This is an optimization exercise on Yosys and OpenROAD, whose aim is small area, a short achievable clock period and few clock cycles, not a production implementation.
Where RTL was checked, it was by simulation tests only, not by an equivalence proof against the original.
No activity file was given, so power comes from the tool's default toggle rates.

==> flow/design.v (excerpt) <==
module dai_line_decoder (
    input  wire        clk,
    input  wire        rst,
    input  wire        in_valid,
    output wire        in_ready,
    input  wire [7:0]  in_data,
    input  wire        in_last,
    output wire        px_valid,
    input  wire        px_ready,
    output wire [31:0] px_data,
    output wire        st_valid,
    input  wire        st_ready,
    output wire [8:0]  st_rows,
    output wire        st_brk,
    output wire [1:0]  st_fault,
    output wire [15:0] st_creg,
    output wire [3:0]  st_prevbg,
    output wire [15:0] st_unknown,
    output wire [15:0] st_text,
    output wire [15:0] st_unread
);
Size in the first run: roughly 1700 cells after synthesis, ~900 flip-flops, ~130 I/O pins.
make LEC_CHECK=0 CAP_MARGIN=20 CORE_MARGIN=2 CORE_UTILIZATION=65 CTS_CLUSTER_DIAMETER=70 CTS_CLUSTER_SIZE=30 PLACE_DENSITY=0.72 SETUP_SLACK_MARGIN=4.6 SLEW_MARGIN=20 finish   # period 7.5 ns
run.sh (not shown) runs the stock make flow with config.mk's settings and CLKGATE_MAP_FILE= SYNTH_SCRIPT=/design/flow/synth_recipe.tcl, a recipe that flattens the netlist after the stock synthesis.
The starting point completed with no timing, DRC or antenna violations.
Next try:
--- a/flow/design.v
+++ b/flow/design.v
@@ -108,25 +108,25 @@
     reg  [3:0]  pbs;         
     reg         pxv_r;
     reg  [31:0] pxd_r;
     wire out_free = !pxv_r || px_ready;
     wire gen_idle = !pact && (reps == 4'd0);
     wire first_e  = pact && out_free;
     wire rep_e    = rv && out_free;
     wire beat_e   = first_e || rep_e;
     wire [2:0] p_m = (res == 2'd2) ? 3'd1 : (res == 2'd1) ? 3'd2 : 3'd4;
     wire at_row  = (state == S_PAY) && is_row;
     wire pay_lo  = !prem[0];    
-    wire hi_take = at_row && h_v && !pay_lo && (!pfirst || gen_idle);
-    wire lo_take = at_row && h_v && pay_lo && (!pact || ((pend == 3'd1) && first_e));
-    wire row_go  = hi_take || lo_take;
+    wire row_go  = at_row && h_v && (pay_lo ? (!pact || ((pend == 3'd1) && first_e))
+                                            : (!pfirst || gen_idle));
+    wire lo_take = row_go && pay_lo;
     wire        sh_dup = first_e && (pend != 3'd1);
     wire        sh_rot = first_e ? ((pend == 3'd1) && row_end && (reps != 4'd0))
                                  : (rep_e && !(row_end && (reps == 4'd1)));
     wire        sh     = lo_take || sh_dup || sh_rot;
     wire [15:0] tail_in = lo_take ? {hi_r, h} : (sh_dup ? r_tail : r_head);
     always @(posedge clk)
         if (sh) ring <= {tail_in, ring[703:16]};
     wire [15:0] src = r_tail;
     wire [7:0]  shi = src[15:8];
     wire [7:0]  slo = src[7:0];
     wire [3:0]  fg  = slo[7:4];
@@ -254,44 +254,42 @@
                     pay_nz <= 1'b0;
                     if (c_unknown) begin
                         n_unknown <= n_unknown + 16'd1;
                         state <= hl ? S_STAT : S_CTRL;
                     end else if (hl) begin
                         fault <= F_SHORT;
                         state <= S_STAT;
                     end else begin
                         state <= S_PAY;
                     end
                 end
-                S_PAY: begin
-                if (pop) begin
+                S_PAY: if (pop) begin
                     prem   <= prem - 8'd1;
                     pfirst <= 1'b0;
                     if (h != 8'd0)
                         pay_nz <= 1'b1;
-                end
-                if (hi_take) begin
-                    hi_r <= h;
-                    if (pfirst) begin
-                        if (!disp[1] && col_r[7] && !brk)
-                            creg[col_r[5:4]] <= col_r[3:0];
-                        pbs  <= pbr;
-                        g16  <= disp[1];
-                        gres <= res;
+                    if (is_row) begin
+                        if (!pay_lo)
+                            hi_r <= h;
+                        if (pfirst) begin
+                            if (!disp[1] && col_r[7] && !brk)
+                                creg[col_r[5:4]] <= col_r[3:0];
+                            pbs  <= pbr;
+                            g16  <= disp[1];
+                            gres <= res;
+                        end
+                        if (pay_lo)
+                            pend <= p_m;
+                        if (pay_lo)
+                            pact <= 1'b1;
                     end
-                end
-                if (lo_take) begin
-                    pend <= p_m;
-                    pact <= 1'b1;
-                end
-                if (pop) begin
                     if (last_pay) begin
                         if (is_gfx) begin
                             if (!is_row) begin
                                 fault <= F_WIDTH;
                                 state <= hl ? S_STAT : S_DRAIN;
                             end else begin
                                 rows  <= rows + {4'd0, ncopy_r};
                                 reps  <= ncopy_r[3:0] - 4'd1;
                                 state <= hl ? S_STAT : cap_r ? S_DRAIN : S_CTRL;
                             end
                         end else begin
@@ -306,23 +304,22 @@
                             else if (!nuc && !pay_nz && h == 8'd0)
                                 ;    
                             else
                                 n_unknown <= n_unknown + 16'd1;
                             state <= hl ? S_STAT : S_CTRL;
                         end
                     end else if (hl) begin
                         fault <= F_SHORT;
                         state <= S_STAT;
                     end
                 end
-                end
                 S_DRAIN: if (h_v) begin
                     n_unread <= n_unread + 16'd1;
                     if (hl)
                         state <= S_STAT;
                 end
                 S_STAT: if (st_fire)
                     state <= S_CLR;
                 S_CLR: begin
                     creg[0]   <= 4'd1;
                     creg[1]   <= 4'd9;
                     creg[2]   <= 4'd12;
=> Core utilization goes down by 0.22 points. Worst setup slack is worse by 9.1 ps. Sequential power hardly moves. Wire length increases slightly. Synthesized area rises slightly. Non-clock buffer count grows by 1. Critical path depth does not change. Clock power falls by a few percent. First-iteration DRC count is lower by about a fifth. Clock-buffer cell count went up by 8.
Testbench counts after the change, summed over its fixed seeds: cycles 490,151.
No functional check of the RTL was part of the first run of this note.

---

The RTL this note starts from:
==> flow/design.v <==
module dai_line_decoder (
    input  wire        clk,
    input  wire        rst,
    input  wire        in_valid,
    output wire        in_ready,
    input  wire [7:0]  in_data,
    input  wire        in_last,
    output wire        px_valid,
    input  wire        px_ready,
    output wire [31:0] px_data,
    output wire        st_valid,
    input  wire        st_ready,
    output wire [8:0]  st_rows,
    output wire        st_brk,
    output wire [1:0]  st_fault,
    output wire [15:0] st_creg,
    output wire [3:0]  st_prevbg,
    output wire [15:0] st_unknown,
    output wire [15:0] st_text,
    output wire [15:0] st_unread
);
    localparam [8:0] ROW_CAP = 9'd260;
    localparam [8:0] BRK_AT  = 9'd212;
    localparam [1:0] F_NONE  = 2'd0;
    localparam [1:0] F_SHORT = 2'd1;    
    localparam [1:0] F_WIDTH = 2'd2;    
    localparam [2:0] S_CTRL  = 3'd0;
    localparam [2:0] S_COL   = 3'd1;
    localparam [2:0] S_PAY   = 3'd2;
    localparam [2:0] S_DRAIN = 3'd3;
    localparam [2:0] S_STAT  = 3'd4;
    localparam [2:0] S_CLR   = 3'd5;
    reg        f0_v, f1_v;
    reg [8:0]  f0, f1;           
    wire       pop;
    wire       push = in_valid && !f1_v;
    assign in_ready = !f1_v;
    always @(posedge clk) begin
        if (rst) begin
            f0_v <= 1'b0;
            f1_v <= 1'b0;
        end else if (pop) begin
            if (f1_v) begin
                f0   <= f1;
                f1_v <= 1'b0;
            end else begin
                f0   <= {in_last, in_data};
                f0_v <= push;
            end
        end else if (!f0_v) begin
            f0   <= {in_last, in_data};
            f0_v <= push;
        end else if (push) begin
            f1   <= {in_last, in_data};
            f1_v <= 1'b1;
        end
    end
    wire       h_v  = f0_v;
    wire [7:0] h    = f0[7:0];
    wire       hl   = f0[8];
    reg [2:0]  state;
    reg [7:0]  ctrl_r;
    reg [7:0]  col_r;
    reg [7:0]  pcnt;         
    reg [7:0]  hi_r;         
    reg        pay_nz;       
    reg [3:0]  creg [0:3];
    reg [8:0]  rows;
    reg        brk;
    reg [1:0]  fault;
    reg [15:0] n_unknown;
    reg [15:0] n_text;
    reg [15:0] n_unread;
    wire [1:0] disp = ctrl_r[7:6];
    wire [1:0] res  = ctrl_r[5:4];
    wire [3:0] rep  = ctrl_r[3:0];
    wire       nuc  = col_r[6];
    wire       is_gfx = nuc && !disp[0];
    wire       is_row = is_gfx && (res != 2'd3);
    wire       c_nuc = h[6];
    wire       c_unknown = c_nuc && disp[0] && (res != 2'd3);
    reg  [7:0] c_plast;      
    always @(*) begin
        if (!c_nuc)
            c_plast = 8'd1;
        else if (!disp[0])
            case (res)
                2'd0:    c_plast = 8'd21;
                2'd1:    c_plast = 8'd43;
                2'd2:    c_plast = 8'd87;
                default: c_plast = 8'd131;
            endcase
        else
            c_plast = 8'd131;
    end
    reg  [7:0] plast;
    reg [703:0] ring;                      
    wire [15:0] r_head = ring[15:0];
    wire [15:0] r_tail = ring[703:688];
    reg  [2:0]  pend;        
    reg         pact;        
    reg  [3:0]  reps;        
    reg  [5:0]  bidx;        
    reg         g16;         
    reg  [1:0]  gres;        
    reg  [3:0]  pbr;         
    reg  [3:0]  pbs;         
    reg         pxv_r;
    reg  [31:0] pxd_r;
    wire out_free = !pxv_r || px_ready;
    wire gen_idle = !pact && (reps == 4'd0);
    wire first_e  = pact && out_free;
    wire rep_e    = !pact && (reps != 4'd0) && out_free;
    wire beat_e   = first_e || rep_e;
    wire [2:0] p_m = (res == 2'd2) ? 3'd1 : (res == 2'd1) ? 3'd2 : 3'd4;
    wire at_row  = (state == S_PAY) && is_row;
    wire pay_lo  = pcnt[0];
    wire row_go  = at_row && h_v && (pay_lo ? (!pact || ((pend == 3'd1) && first_e))
                                            : ((pcnt != 8'd0) || gen_idle));
    wire lo_take = row_go && pay_lo;
    wire        sh_dup = first_e && (pend != 3'd1);
    wire        sh     = lo_take || sh_dup || rep_e;
    wire [15:0] tail_in = lo_take ? {hi_r, h} : (sh_dup ? r_tail : r_head);
    always @(posedge clk)
        if (sh) ring <= {tail_in, ring[703:16]};
    wire [15:0] src = pact ? r_tail : r_head;
    wire [7:0]  shi = src[15:8];
    wire [7:0]  slo = src[7:0];
    wire [3:0]  fg  = slo[7:4];
    wire [3:0]  bg  = slo[3:0];
    reg  [3:0]  pix [0:7];    
    integer i;
    always @(*) begin
        for (i = 0; i < 8; i = i + 1) begin
            if (g16) begin
                if (shi[7-i])
                    pix[i] = fg;
                else if (i != 0 && (shi >> (8 - i)) != 8'd0)
                    pix[i] = bg;
                else
                    pix[i] = pbr;
            end else begin
                pix[i] = creg[{shi[7-i], slo[7-i]}];
            end
        end
    end
    wire [1:0] q = bidx[1:0];
    reg  [31:0] word;
    always @(*) begin
        case (gres)
            2'd2: word = {pix[7], pix[6], pix[5], pix[4],
                          pix[3], pix[2], pix[1], pix[0]};
            2'd1: word = q[0] ? {pix[7], pix[7], pix[6], pix[6],
                                 pix[5], pix[5], pix[4], pix[4]}
                              : {pix[3], pix[3], pix[2], pix[2],
                                 pix[1], pix[1], pix[0], pix[0]};
            default:
                case (q)
                    2'd0: word = {{4{pix[1]}}, {4{pix[0]}}};
                    2'd1: word = {{4{pix[3]}}, {4{pix[2]}}};
                    2'd2: word = {{4{pix[5]}}, {4{pix[4]}}};
                    default: word = {{4{pix[7]}}, {4{pix[6]}}};
                endcase
        endcase
    end
    wire pair_end = (gres == 2'd2) || ((gres == 2'd1) ? q[0] : (q == 2'd3));
    wire row_end  = (bidx == 6'd43);
    assign px_valid = pxv_r;
    assign px_data  = pxd_r;
    always @(posedge clk) begin
        if (out_free)
            pxd_r <= word;
    end
    wire [15:0] hdr = {ctrl_r, col_r};
    wire        last_pay = (pcnt == plast);
    wire [8:0]  room  = ROW_CAP - rows;
    wire [8:0]  want  = {5'd0, rep} + 9'd1;
    wire [8:0]  ncopy = (want < room) ? want : room;
    reg  [4:0]  ncopy_r;     
    reg         cap_r;       
    reg  st_v_r;
    assign st_valid = st_v_r;
    wire st_fire = st_v_r && st_ready;
    assign pop = h_v && ((state == S_CTRL) || (state == S_COL) ||
                         (state == S_DRAIN) ||
                         ((state == S_PAY) && (!is_row || row_go)));
    assign st_rows    = rows;
    assign st_brk     = brk;
    assign st_fault   = fault;
    assign st_creg    = {creg[3], creg[2], creg[1], creg[0]};
    assign st_prevbg  = pbr;
    assign st_unknown = n_unknown;
    assign st_text    = n_text;
    assign st_unread  = n_unread;
    always @(posedge clk) begin
        if (rst) begin
            state     <= S_CTRL;
            pcnt      <= 8'd0;
            pay_nz    <= 1'b0;
            creg[0]   <= 4'd1;
            creg[1]   <= 4'd9;
            creg[2]   <= 4'd12;
            creg[3]   <= 4'd15;
            rows      <= 9'd0;
            brk       <= 1'b0;
            fault     <= F_NONE;
            n_unknown <= 16'd0;
            n_text    <= 16'd0;
            n_unread  <= 16'd0;
            pend      <= 3'd0;
            pact      <= 1'b0;
            reps      <= 4'd0;
            bidx      <= 6'd0;
            pbr       <= 4'd0;
            pxv_r     <= 1'b0;
            st_v_r    <= 1'b0;
        end else begin
            st_v_r <= (state == S_STAT) && !st_fire && gen_idle && !pxv_r;
            if (beat_e) begin
                pxv_r <= 1'b1;
                bidx  <= row_end ? 6'd0 : bidx + 6'd1;
                if (first_e)
                    pend <= pend - 3'd1;
                if (first_e)
                    pact <= (pend != 3'd1);
                if (rep_e && row_end)
                    reps <= reps - 4'd1;
                if (row_end && (first_e ? (reps != 4'd0) : (reps != 4'd1)))
                    pbr <= pbs;
                else if (pair_end && g16 && (shi != 8'd0))
                    pbr <= bg;
            end else if (px_ready) begin
                pxv_r <= 1'b0;
            end
            case (state)
                S_CTRL: if (h_v) begin
                    ctrl_r <= h;
                    if (hl) begin
                        fault <= F_SHORT;
                        state <= S_STAT;
                    end else begin
                        state <= S_COL;
                    end
                end
                S_COL: if (h_v) begin
                    col_r  <= h;
                    plast  <= c_plast;
                    ncopy_r <= ncopy[4:0];
                    cap_r   <= (want >= room);
                    pcnt   <= 8'd0;
                    pay_nz <= 1'b0;
                    if (c_unknown) begin
                        n_unknown <= n_unknown + 16'd1;
                        state <= hl ? S_STAT : S_CTRL;
                    end else if (hl) begin
                        fault <= F_SHORT;
                        state <= S_STAT;
                    end else begin
                        state <= S_PAY;
                    end
                end
                S_PAY: if (pop) begin
                    pcnt <= pcnt + 8'd1;
                    if (h != 8'd0)
                        pay_nz <= 1'b1;
                    if (is_row) begin
                        if (!pay_lo)
                            hi_r <= h;
                        if (pcnt == 8'd0) begin
                            if (!disp[1] && col_r[7] && !brk)
                                creg[col_r[5:4]] <= col_r[3:0];
                            pbs  <= pbr;
                            g16  <= disp[1];
                            gres <= res;
                        end
                        if (pay_lo)
                            pend <= p_m;
                        if (pay_lo)
                            pact <= 1'b1;
                    end
                    if (last_pay) begin
                        if (is_gfx) begin
                            if (!is_row) begin
                                fault <= F_WIDTH;
                                state <= hl ? S_STAT : S_DRAIN;
                            end else begin
                                rows  <= rows + {4'd0, ncopy_r};
                                reps  <= ncopy_r[3:0] - 4'd1;
                                state <= hl ? S_STAT : cap_r ? S_DRAIN : S_CTRL;
                            end
                        end else begin
                            if (ctrl_r == 8'h7A)
                                n_text <= n_text + 16'd1;
                            else if (hdr == 16'h3088 && rows == BRK_AT && !brk)
                                brk <= 1'b1;
                            else if (hdr == 16'h3088 && brk)
                                ;    
                            else if (hdr == 16'h0000 || hdr == 16'hFFFF)
                                ;    
                            else if (!nuc && !pay_nz && h == 8'd0)
                                ;    
                            else
                                n_unknown <= n_unknown + 16'd1;
                            state <= hl ? S_STAT :
                                     (rows == ROW_CAP) ? S_DRAIN : S_CTRL;
                        end
                    end else if (hl) begin
                        fault <= F_SHORT;
                        state <= S_STAT;
                    end
                end
                S_DRAIN: if (h_v) begin
                    n_unread <= n_unread + 16'd1;
                    if (hl)
                        state <= S_STAT;
                end
                S_STAT: if (st_fire)
                    state <= S_CLR;
                S_CLR: begin
                    creg[0]   <= 4'd1;
                    creg[1]   <= 4'd9;
                    creg[2]   <= 4'd12;
                    creg[3]   <= 4'd15;
                    pbr       <= 4'd0;
                    rows      <= 9'd0;
                    brk       <= 1'b0;
                    fault     <= F_NONE;
                    n_unknown <= 16'd0;
                    n_text    <= 16'd0;
                    n_unread  <= 16'd0;
                    bidx      <= 6'd0;
                    state     <= S_CTRL;
                end
                default: state <= S_CTRL;
            endcase
        end
    end
endmodule
==> flow/config.mk <==
export PLATFORM = sky130hd
export DESIGN_NAME = dai_line_decoder
export DESIGN_NICKNAME = dai_line_decoder
export VERILOG_FILES = /design/flow/design.v
export SDC_FILE = /design/flow/constraint.sdc
export NUM_CORES = 4
export LEC_CHECK = 0
export CAP_MARGIN = 20
export CORE_MARGIN = 2
export CORE_UTILIZATION = 50
export PLACE_DENSITY = 0.6
export SETUP_SLACK_MARGIN = 4.6
export SLEW_MARGIN = 20
==> flow/constraint.sdc <==
create_clock -name core_clock -period 7.5 [get_ports {clk}]
set_input_delay 1.5000 -clock core_clock [delete_from_list [all_inputs] [get_ports {clk}]]
set_output_delay 1.5000 -clock core_clock [all_outputs]
set_load 0.01 [all_outputs]
Testbench counts at the start, summed over its fixed seeds: cycles 490,151.
Edit:
--- a/flow/design.v
+++ b/flow/design.v
@@ -30,5 +30,4 @@
     localparam [2:0] S_DRAIN = 3'd3;
     localparam [2:0] S_STAT  = 3'd4;
-    localparam [2:0] S_CLR   = 3'd5;
     reg        f0_v, f1_v;
     reg [8:0]  f0, f1;           
@@ -99,5 +98,4 @@
     wire [15:0] r_tail = ring[703:688];
     reg  [2:0]  pend;        
-    reg         pact;        
     reg  [3:0]  reps;        
     reg  [5:0]  bidx;        
@@ -109,12 +107,12 @@
     reg  [31:0] pxd_r;
     wire out_free = !pxv_r || px_ready;
-    wire gen_idle = !pact && (reps == 4'd0);
-    wire first_e  = pact && out_free;
-    wire rep_e    = !pact && (reps != 4'd0) && out_free;
+    wire gen_idle = (pend == 3'd0) && (reps == 4'd0);
+    wire first_e  = (pend != 3'd0) && out_free;
+    wire rep_e    = (pend == 3'd0) && (reps != 4'd0) && out_free;
     wire beat_e   = first_e || rep_e;
     wire [2:0] p_m = (res == 2'd2) ? 3'd1 : (res == 2'd1) ? 3'd2 : 3'd4;
     wire at_row  = (state == S_PAY) && is_row;
     wire pay_lo  = pcnt[0];
-    wire row_go  = at_row && h_v && (pay_lo ? (!pact || ((pend == 3'd1) && first_e))
+    wire row_go  = at_row && h_v && (pay_lo ? ((pend == 3'd0) || ((pend == 3'd1) && first_e))
                                             : ((pcnt != 8'd0) || gen_idle));
     wire lo_take = row_go && pay_lo;
@@ -124,5 +122,5 @@
     always @(posedge clk)
         if (sh) ring <= {tail_in, ring[703:16]};
-    wire [15:0] src = pact ? r_tail : r_head;
+    wire [15:0] src = (pend != 3'd0) ? r_tail : r_head;
     wire [7:0]  shi = src[15:8];
     wire [7:0]  slo = src[7:0];
@@ -177,9 +175,8 @@
     wire [8:0]  want  = {5'd0, rep} + 9'd1;
     wire [8:0]  ncopy = (want < room) ? want : room;
-    reg  [4:0]  ncopy_r;     
-    reg         cap_r;       
-    reg  st_v_r;
-    assign st_valid = st_v_r;
-    wire st_fire = st_v_r && st_ready;
+    wire [8:0]  rows_nx = rows + ncopy;
+    wire st_ok = (state == S_STAT) && gen_idle && !pxv_r;
+    assign st_valid = st_ok;
+    wire st_fire = st_ok && st_ready;
     assign pop = h_v && ((state == S_CTRL) || (state == S_COL) ||
                          (state == S_DRAIN) ||
@@ -209,12 +206,9 @@
             n_unread  <= 16'd0;
             pend      <= 3'd0;
-            pact      <= 1'b0;
             reps      <= 4'd0;
             bidx      <= 6'd0;
             pbr       <= 4'd0;
             pxv_r     <= 1'b0;
-            st_v_r    <= 1'b0;
         end else begin
-            st_v_r <= (state == S_STAT) && !st_fire && gen_idle && !pxv_r;
             if (beat_e) begin
                 pxv_r <= 1'b1;
@@ -222,6 +216,4 @@
                 if (first_e)
                     pend <= pend - 3'd1;
-                if (first_e)
-                    pact <= (pend != 3'd1);
                 if (rep_e && row_end)
                     reps <= reps - 4'd1;
@@ -246,6 +238,4 @@
                     col_r  <= h;
                     plast  <= c_plast;
-                    ncopy_r <= ncopy[4:0];
-                    cap_r   <= (want >= room);
                     pcnt   <= 8'd0;
                     pay_nz <= 1'b0;
@@ -276,6 +266,4 @@
                         if (pay_lo)
                             pend <= p_m;
-                        if (pay_lo)
-                            pact <= 1'b1;
                     end
                     if (last_pay) begin
@@ -285,7 +273,8 @@
                                 state <= hl ? S_STAT : S_DRAIN;
                             end else begin
-                                rows  <= rows + {4'd0, ncopy_r};
-                                reps  <= ncopy_r[3:0] - 4'd1;
-                                state <= hl ? S_STAT : cap_r ? S_DRAIN : S_CTRL;
+                                rows  <= rows_nx;
+                                reps  <= ncopy[3:0] - 4'd1;
+                                state <= hl ? S_STAT :
+                                         (rows_nx == ROW_CAP) ? S_DRAIN : S_CTRL;
                             end
                         end else begin
@@ -315,7 +304,5 @@
                         state <= S_STAT;
                 end
-                S_STAT: if (st_fire)
-                    state <= S_CLR;
-                S_CLR: begin
+                S_STAT: if (st_fire) begin
                     creg[0]   <= 4'd1;
                     creg[1]   <= 4'd9;
The changed run produced a clean layout.
Final cell count rises by 3.2%.
Setup slack gets worse by 1.3 ns.
Via count rises by 4.6%.
Die area is about the same.
Clock-buffer cell count rises by 10.
Testbench counts after the change, summed over its fixed seeds: cycles 490,095.

port drivers added, routing unchanged:
The flow's constraints put no driver on any port. The routed layouts listed below were extracted and timed again, unchanged, in two steps. Step 1 assumes that a clkbuf_16 drives the clock port and a buf_2 every other input. Step 2 times the ports against the registers' clock, not the clock port: input delays grow and output delays shrink by t, the midpoint of the rising clock arrivals with the driver on. a / b / c = ideal / step 1 / step 2; a / b = the first two.
run | t (ns) | setup slack, ns | worst hold slack (ns) | worst slew at a driven data input, ns
the first run of note 1 | 0.657 | 4.631 / 4.571 / 4.062 | 0.401 / 0.401 / 0.401 | 0.10
the second run of note 1 | 0.666 | 4.622 / 4.558 / 4.006 | 0.415 / 0.415 / 0.415 | 0.08
the first run of note 2 | 0.700 | 4.635 / 4.582 / 4.045 | 0.401 / 0.401 / 0.401 | 0.09
the second run of note 2 | 0.699 | 3.315 / 3.315 / 3.315 | 0.407 / 0.407 / 0.407 | 0.06
After both steps every run listed still meets setup and hold. For the second run of note 1, which loses most, drivers alone change the setup slack by -0.064 ns; drivers and shift together by -0.616 ns.
